This is an optimization exercise on Yosys and OpenROAD, whose aim is small area and few clock cycles, not a production implementation. Only simulation tests tie the RTL to the original design; equivalence was not proved. Power figures rest on the tool's default switching activity, not on a simulated workload.

// mbcodec
module mbcodec (
    input  wire        clk,
    input  wire        rst,
    input  wire        req_valid,
    output wire        req_ready,
    input  wire        req_kind,
    input  wire [15:0] req_tid,
    input  wire [7:0]  req_unit,
    input  wire [7:0]  req_fc,
    input  wire [15:0] req_addr,
    input  wire [15:0] req_qty,
    input  wire [15:0] req_value,
    input  wire        wd_valid,
    output wire        wd_ready,
    input  wire [7:0]  wd_byte,
    output wire        tx_valid,
    input  wire        tx_ready,
    output wire [7:0]  tx_byte,
    output wire        tx_last,
    output wire        tx_err,
    input  wire        rx_valid,
    output wire        rx_ready,
    input  wire [7:0]  rx_byte,
    input  wire        rx_last,
    input  wire        rx_kind,
    output wire        pd_valid,
    input  wire        pd_ready,
    output wire [7:0]  pd_byte,
    output wire        dec_valid,
    input  wire        dec_ready,
    output wire [1:0]  dec_status,
    output wire [15:0] dec_tid,
    output wire [7:0]  dec_unit,
    output wire [2:0]  dec_class,
    output wire [7:0]  dec_fc,
    output wire [15:0] dec_a,
    output wire [15:0] dec_b
);
Size in the first run: ~200 I/O pins, about 7300 um2 of cells after synthesis.
clock: 10.0 ns
lec_check: 0
cap_margin: 20
core_margin: 2
core_utilization: 65
gpl_timing_driven: 0
place_density: 0.75
slew_margin: 20
standard.sh (not shown) runs the stock make flow with config.mk's settings and CLKGATE_MAP_FILE= SYNTH_SCRIPT=/design/flow/synth_recipe.tcl, a recipe that flattens the netlist after the stock synthesis.
==> flow/flow/run.sh <==
#!/bin/bash
# The standard layout (standard.sh) with these changes:
# - synthesis: the standard flow's own synthesis script, but ABC maps for area
#   (flow/area.abc) and adders are left to ABC (no full/half-adder cells);
#   the registers are those of the standard synthesis;
# - the port buffers are the smallest buffer (buf_1), not a delay buffer;
# - clock tree synthesis uses clkbuf_4 (clkbuf_8 at the root) and adds no dummy loads.
set -euo pipefail
cd "$(dirname "$0")/.."
W=$PWD
export FLOW_SYNTH_TCL=$W/synth_recipe.tcl
export AREA_ABC_SCRIPT=$W/flow/area.abc
export BUFFER_PORTS_ARGS="-buffer_cell sky130_fd_sc_hd__buf_1"
export CTS_ARGS="-sink_clustering_enable -repair_clock_nets -dont_use_dummy_load -buf_list sky130_fd_sc_hd__clkbuf_4 -root_buf sky130_fd_sc_hd__clkbuf_8"
sed -e "s|SYNTH_SCRIPT=[^ ]*|SYNTH_SCRIPT=$W/flow/synth_area.tcl ADDER_MAP_FILE=|" standard.sh > area_flow.sh
grep -q "synth_area.tcl ADDER_MAP_FILE=" area_flow.sh
bash area_flow.sh > standard.log 2>&1
==> flow/flow/area.abc <==
strash
&get -n
&fraig -x
&put
scorr
dc2
strash
&get -n
&dch -f
&nf -R 1000 -F 10 -A 10
&st
&dch -f
&nf -R 1000 -F 10 -A 10
&st
&dch -f
&nf -R 1000 -F 10 -A 10
&st
&dch -f
&nf -R 1000 -F 10 -A 10
&put
==> flow/flow/synth_area.tcl <==
# The standard synthesis (synth_recipe.tcl, unchanged), with ABC mapping
# for area: every abc call gets flow/area.abc as its script.
proc abc {args} {
  set i [lsearch -exact $args -script]
  if {$i >= 0} {
    set args [lreplace $args [expr {$i + 1}] [expr {$i + 1}] $::env(AREA_ABC_SCRIPT)]
  }
  yosys abc {*}$args
}
source $::env(FLOW_SYNTH_TCL)
The baseline finished clean.
Testbench counts at the start, summed over its fixed seeds: cycles 95,853.
Rerun with:
--- a/flow/flow/run.sh
+++ b/flow/flow/run.sh
@@ -6,3 +6,3 @@
 # - the port buffers are the smallest buffer (buf_1), not a delay buffer;
-# - clock tree synthesis uses clkbuf_4 (clkbuf_8 at the root) and adds no dummy loads.
+# - clock tree synthesis uses clkbuf_8 and adds no dummy loads.
 set -euo pipefail
@@ -13,3 +13,3 @@
 export BUFFER_PORTS_ARGS="-buffer_cell sky130_fd_sc_hd__buf_1"
-export CTS_ARGS="-sink_clustering_enable -repair_clock_nets -dont_use_dummy_load -buf_list sky130_fd_sc_hd__clkbuf_4 -root_buf sky130_fd_sc_hd__clkbuf_8"
+export CTS_ARGS="-sink_clustering_enable -repair_clock_nets -dont_use_dummy_load -buf_list sky130_fd_sc_hd__clkbuf_8"
 sed -e "s|SYNTH_SCRIPT=[^ ]*|SYNTH_SCRIPT=$W/flow/synth_area.tcl ADDER_MAP_FILE=|" standard.sh > area_flow.sh
- CORE_UTILIZATION: 65 -> 45
- PLACE_DENSITY: 0.75 -> 0.6
What happened: Setup slack gets better by 180 ps. Cell area went up by 2.1%. Via count went down by 12%. Total power goes up by 5.1%. Clock skew is lower by 29 ps.

## static timing again, ports no longer ideal
Ports are ideal in the flow. The routed layouts listed here were re-timed in OpenROAD.
Step 1 sets driving cells, clkbuf_16 on the clock port and buf_2 on the other inputs (assumed; they add their load-dependent delay and slew).
Step 2 moves the port delays by t, midway between the first and last clock arrival at a register: inputs arrive t later, outputs are due t later. That takes back most of the time a late clock gives input paths.
Slacks: ideal / step 1 / step 2; pairs: ideal / step 1.
run	shift t [ns]	slack for setup (ns)	hold slack, ns	slew at the worst register clock pin (ns)	cell pins on the clock port's net
the first run	0.449	1.557 / 1.537 / 1.537	0.464 / 0.464 / 0.464	0.12 / 0.12	1
the second run	0.463	1.736 / 1.716 / 1.716	0.449 / 0.449 / 0.449	0.07 / 0.07	1
After both steps setup and hold are still met in every run listed.
